Background: an optimization exercise with open tools, aiming at small area. Do not read the settings as production practice. Only simulation tests tie the RTL to the original design; equivalence was not proved.

==> branch yarrow: inputs <==
==> flow/design.v (excerpt) <==
module gea_engine (
    input  wire        clk,
    input  wire        rst,           
    input  wire        cmd_valid,
    output wire        cmd_ready,
    input  wire [7:0]  cmd_op,
    input  wire [63:0] cmd_key,
    input  wire [31:0] cmd_iv,
    input  wire [31:0] cmd_arg,
    output wire        out_valid,
    input  wire        out_ready,
    output wire [31:0] out_data,
    output wire [1:0]  out_status,
    output wire        out_last
);
clock: 5.0 ns
lec_check: 0
cap_margin: 20
core_margin: 2
core_utilization: 60
place_density: 0.75
slew_margin: 20
standard.sh (not shown) runs the stock make flow with config.mk's settings and CLKGATE_MAP_FILE= SYNTH_SCRIPT=/design/flow/synth_recipe.tcl, a recipe that flattens the netlist after the stock synthesis.
==> flow/flow/run.sh <==
#!/bin/bash
# The standard ORFS layout (standard.sh) with three changes:
#  * synthesis maps the logic with an area-oriented ABC script (abc_area.script
#    here, used in place of ORFS's abc_speed.script); everything else in
#    synthesis, including register mapping and naming, is ORFS's own;
#  * port buffers are buf_1 instead of the default choice;
#  * CTS uses clkbuf_4 clusters of up to 10 sinks and no dummy loads.
set -uo pipefail
HERE=$(pwd)
rm -rf "$HERE/scripts_area"
cp -r "$FLOW_HOME/scripts" "$HERE/scripts_area"
cp "$HERE/flow/abc_area.script" "$HERE/scripts_area/abc_speed.script"
export SCRIPTS_DIR="$HERE/scripts_area"
export BUFFER_PORTS_ARGS="-buffer_cell sky130_fd_sc_hd__buf_1"
export CTS_ARGS="-sink_clustering_enable -repair_clock_nets -buf_list sky130_fd_sc_hd__clkbuf_4 -sink_clustering_size 10 -sink_clustering_max_diameter 40 -dont_use_dummy_load"
bash standard.sh > standard.log 2>&1
==> flow/flow/abc_area.script <==
&get -n
&st
&dch
&nf -R 1000 -p -F 8 -A 4
&st
&dch
&nf -R 1000 -p -F 8 -A 4
&st
&dch
&nf -R 1000 -p -F 8 -A 4
&st
&dch
&nf -R 1000 -p -F 8 -A 4
&st
&dch
&nf -R 1000 -p -F 8 -A 4
&st
&dch
&nf -R 1000 -p -F 8 -A 4
&st
&dch
&nf -R 1000 -p -F 8 -A 4
&st
&dch
&nf -R 1000 -p -F 8 -A 4
&st
&dch
&nf -R 1000 -p -F 8 -A 4
&put
==> branch indigo (differences from branch yarrow) <==
--- a/flow/design.v
+++ b/flow/design.v
@@ -29,21 +29,24 @@
     localparam [3:0] S_SEED = 4'd3;
     localparam [3:0] S_FIX  = 4'd4;
     localparam [3:0] S_FILL = 4'd5;
     localparam [3:0] S_GEN  = 4'd6;
     localparam [3:0] S_RDS  = 4'd7;
     localparam [3:0] S_LOAD = 4'd8;
+    localparam [3:0] S_LCLR = 4'd9;
+    localparam [3:0] S_INB1 = 4'd10;    
+    localparam [3:0] S_INB2 = 4'd11;    
     reg [3:0]  state;
     reg        phase;        
     reg        var2;         
     reg [96:0] ir;
     reg [31:0] ra, rb, rc, rd;
     reg        c32;
     reg [6:0]  ioff;
     reg [4:0]  lb;
-    reg [8:0]  cnt;
+    reg [6:0]  cnt;
     reg [31:0] rr;           
     reg        bor, rz, dreq, dact;
     reg        zacc, zv;
     reg [3:0]  nz;
     reg        ov;
     reg [31:0] od;
@@ -52,19 +55,23 @@
     assign out_valid  = ov;
     assign out_data   = od;
     assign out_status = os;
     assign out_last   = ol;
     wire st_idle = (state == S_IDLE);
     wire st_clr  = (state == S_CLR);
-    wire st_init = (state == S_INIT);
+    wire st_inita = (state == S_INIT);
+    wire st_inb1 = (state == S_INB1);
+    wire st_inb2 = (state == S_INB2);
+    wire st_init = st_inita || st_inb1 || st_inb2;
     wire st_seed = (state == S_SEED);
     wire st_fix  = (state == S_FIX);
     wire st_fill = (state == S_FILL);
     wire st_gen  = (state == S_GEN);
     wire st_rds  = (state == S_RDS);
     wire st_load = (state == S_LOAD);
+    wire st_lclr = (state == S_LCLR);
     wire op_new  = (cmd_op == OP_NEW1) || (cmd_op == OP_NEW2);
     wire op_gen  = (cmd_op == OP_GEN);
     wire op_comb = (cmd_op == OP_COMB);
     wire op_rds  = (cmd_op == OP_RDSEED);
     wire new_ok  = op_new && (cmd_arg[7:1] == 7'd0);
     wire gen_ok  = op_gen && phase;      
@@ -103,17 +110,20 @@
     wire gen_step = rfree && !rz && lb0 && zv;
     wire gen_zero = rfree && rz;
     wire gen_put  = st_gen && !ov && cnt[5] && !dreq && !dact;
     wire rds_zero = var2 && (cnt[6:0] > 7'd96);
     wire rds_sh   = st_rds && !ov && (rds_zero || (ioff == cnt[6:0]));
     wire fill_sh  = st_fill && !ov;
-    wire sh       = gen_step || gen_zero || rds_sh || fill_sh;
+    wire lclr_sh  = st_lclr && !ov;
+    wire inject   = cnt[5] && (lb == 5'd31);
+    wire sh       = gen_step || gen_zero || rds_sh || fill_sh || lclr_sh || st_load;
     wire first    = (cnt[4:0] == 5'd0);
     wire din      = st_gen ? (gen_step & z)
                   : st_rds ? (ir[0] & !rds_zero)
-                  : (first & op_comb & !cmd_arg[7] & fv);
+                  : st_fill ? (first & op_comb & !cmd_arg[7] & fv)
+                  : (st_lclr & inject);
     wire wend     = sh && (cnt[4:0] == 5'd31);
     wire rds_last = (cnt[5:0] == 6'd63) && (cnt[6] || !var2);
     assign cmd_ready = (st_idle && rds_ok) || (st_load && (rp == 5'd31)) || (st_fill && wend);
     wire fire = cmd_valid && cmd_ready;
     wire [96:0] mat = {cmd_key, cmd_arg[0], cmd_iv};
     wire [96:0] tok;
@@ -124,16 +134,18 @@
             else if (gi < 33) assign tok[gi] = rc[32 - gi];
             else if (gi < 65) assign tok[gi] = rb[64 - gi];
             else              assign tok[gi] = ra[96 - gi];
         end
     endgenerate
     wire e_init = |(tok & mat);
-    wire init_end = st_init && (cnt == (var2 ? 9'd290 : 9'd224));
+    wire c96  = (cnt == 7'd96);
+    wire clm1 = (cnt == (var2 ? 7'd96 : 7'd63));
+    wire init_end = st_inb2 && clm1;
     wire stp = st_seed || gen_step;
     wire ch  = st_clr || st_init;      
-    wire inj = st_clr && (cnt == 9'd96);
+    wire inj = st_clr && c96;
     wire fixt = st_fix && cnt[5];
     wire ea = st_seed & (var2 ? ir[16] : ir[0]);
     wire eb = st_seed & (var2 ? ir[33] : ir[16]);
     wire ec = st_seed & (var2 ? ir[51] : ir[32]);
     wire ed = st_seed & ir[0];
     wire r0a = ra[0] ^ ea;
@@ -152,13 +164,20 @@
                         rc[31:1] ^ ({31{gc}} & TM_C[30:0])};
     wire        c32_n = ch ? inj : stp ? r0c : c32;
     wire [31:0] rd_n = {(rd[0] & !(ch | stp)) | (fixt & !nz[3]), rd[31:30],
                         stp ? r0d : rd[29], rd[28:1] ^ ({28{gd}} & TM_D[27:0])};
     wire [4:0] rp = lb + cnt[4:0];
     wire bcur = (rp == 5'd0) ? (dreq || st_load) : bor;
-    wire rx   = st_load ? cmd_arg[rp] : rr[0];
+    wire [31:0] arg_rev;
+    genvar ai;
+    generate
+        for (ai = 0; ai < 32; ai = ai + 1) begin : g_rev
+            assign arg_rev[ai] = cmd_arg[31 - ai];
+        end
+    endgenerate
+    wire rx   = st_load ? |(od & arg_rev) : rr[0];
     wire rin  = rx ^ bcur;
     wire din_i = st_init ? (ir[0] ^ fv ^ e_init) : (st_clr ? 1'b0 : ir[0]);
     wire [6:0] ilast = var2 ? 7'd96 : 7'd63;
     wire iwrap = (ioff == 7'd0);
     always @(posedge clk) begin
         ir <= {din_i, ir[96:65], var2 ? ir[64] : din_i, ir[63:1]};
@@ -186,86 +205,108 @@
             ov    <= 1'b0;
         end else begin
             if (ov && out_ready)
                 ov <= 1'b0;
             case (state)
             S_IDLE: begin
-                cnt <= 9'd0;
+                cnt <= 7'd0;
                 if (cmd_valid) begin
                     if (new_ok) begin
                         var2  <= cmd_op[1];
                         state <= S_CLR;
                     end else if (gen_ok) begin
-                        if (lb == 5'd31)
-                            state <= S_LOAD;
+                        state <= S_LCLR;
                     end else if (rds_ok) begin
                         state <= S_RDS;
                     end else begin
                         state <= S_FILL;
                     end
                 end
             end
             S_CLR: begin
-                cnt <= cnt + 9'd1;
-                if (cnt == 9'd96) begin
-                    cnt   <= 9'd0;
+                cnt <= cnt + 7'd1;
+                if (c96) begin
+                    cnt   <= 7'd0;
                     state <= S_INIT;
                 end
             end
             S_INIT: begin
-                cnt <= cnt + 9'd1;
-                if (init_end) begin
-                    cnt   <= 9'd0;
+                cnt <= cnt + 7'd1;
+                if (c96) begin
+                    cnt   <= 7'd0;
+                    state <= S_INB1;
+                end
+            end
+            S_INB1: begin
+                cnt <= cnt + 7'd1;
+                if (clm1) begin
+                    cnt   <= 7'd0;
+                    state <= S_INB2;
+                end
+            end
+            S_INB2: begin
+                cnt <= cnt + 7'd1;
+                if (clm1) begin
+                    cnt   <= 7'd0;
                     state <= S_SEED;
                 end
             end
             S_SEED: begin
-                cnt <= cnt + 9'd1;
-                if (cnt == (var2 ? 9'd96 : 9'd63)) begin
-                    cnt   <= 9'd0;
+                cnt <= cnt + 7'd1;
+                if (clm1) begin
+                    cnt   <= 7'd0;
                     state <= S_FIX;
                 end
             end
             S_FIX: begin
-                cnt <= cnt + 9'd1;
+                cnt <= cnt + 7'd1;
                 if (fixt) begin
-                    cnt   <= 9'd0;
+                    cnt   <= 7'd0;
                     state <= S_FILL;
                 end
             end
             S_FILL: begin
                 if (sh)
-                    cnt <= cnt + 9'd1;
+                    cnt <= cnt + 7'd1;
                 if (wend) begin
                     ov <= 1'b1;
                     os <= fill_st;
                     ol <= 1'b1;
                     if (new_ok)
                         phase <= 1'b1;
                     state <= S_IDLE;
                 end
             end
+            S_LCLR: begin
+                if (lclr_sh) begin
+                    cnt <= cnt + 7'd1;
+                    if (inject) begin
+                        cnt   <= 7'd0;
+                        state <= S_LOAD;
+                    end
+                end
+            end
             S_LOAD: begin
                 if (rp == 5'd31)
                     state <= S_GEN;
             end
             S_GEN: begin
                 if (sh)
-                    cnt <= cnt + 9'd1;
+                    cnt <= cnt + 7'd1;
                 if (gen_put) begin
-                    cnt <= 9'd0;
+                    cnt <= 7'd0;
                     ov <= 1'b1;
                     os <= 2'd0;
                     ol <= rz;
                     if (rz)
                         state <= S_IDLE;
                 end
             end
             S_RDS: begin
                 if (sh)
-                    cnt <= cnt + 9'd1;
+                    cnt <= cnt + 7'd1;
                 if (wend) begin
                     ov <= 1'b1;
                     os <= 2'd0;
                     ol <= rds_last;
                     if (rds_last)
                         state <= S_IDLE;
--- a/flow/flow/run.sh
+++ b/flow/flow/run.sh
@@ -9,8 +9,8 @@
 HERE=$(pwd)
 rm -rf "$HERE/scripts_area"
 cp -r "$FLOW_HOME/scripts" "$HERE/scripts_area"
 cp "$HERE/flow/abc_area.script" "$HERE/scripts_area/abc_speed.script"
 export SCRIPTS_DIR="$HERE/scripts_area"
 export BUFFER_PORTS_ARGS="-buffer_cell sky130_fd_sc_hd__buf_1"
-export CTS_ARGS="-sink_clustering_enable -repair_clock_nets -buf_list sky130_fd_sc_hd__clkbuf_4 -sink_clustering_size 10 -sink_clustering_max_diameter 40 -dont_use_dummy_load"
+export CTS_ARGS="-sink_clustering_enable -repair_clock_nets -buf_list sky130_fd_sc_hd__clkbuf_4 -sink_clustering_size 12 -sink_clustering_max_diameter 30 -dont_use_dummy_load"
 bash standard.sh > standard.log 2>&1
==> run summary <==
Hold EP ir[14]; mux cell area share after synthesis 3.30%; die height 138 um; Final period util 94.5%; Met2 Wirelength 11.5 mm; actual slew at the worst max-slew pin 1.03 ns; Seq cells 331; fill count 1,399; outcome no timing/DRC/antenna violations; final-layout clock-cell area share 2.71%
the above is filed under branch yarrow

==> run summary <==
die height 137 um; Final period util 89.3%; Met2 Wirelength 11.4 mm; outcome no timing/DRC/antenna violations; mux cell area share after synthesis 0.864%; Seq cells 329; most frequent cells in the layout dfxtp_1 (284), buf_1 (176), xor2_1 (74); final-layout clock-cell area share 2.89%
the above is filed under branch indigo

==> port drivers added, routing unchanged <==
The results above use ideal ports. As a check the final layouts listed here were re-extracted and re-timed, cells and wires unchanged.
Step 1: set_driving_cell puts a clkbuf_16 on clk and a buf_2 on each other input, an assumption about the parent block.
Step 2 moves the port delays by t, midway between the first and last clock arrival at a register: inputs arrive t later, outputs are due t later. That takes back most of the time a late clock gives input paths.
Slacks: no drivers / after step 1 / after step 2; pairs: no drivers / after step 1.
run | t (ns) | setup WS [ns] | worst data-port slew with drivers (ns) | pins driven straight from the clock port
branch yarrow | 0.652 | 0.275 / 0.237 / 0.630 | 0.04 | 1
branch indigo | 0.668 | 0.537 / 0.537 / 0.537 | 0.07 | 1
After both steps every run listed still meets setup and hold.
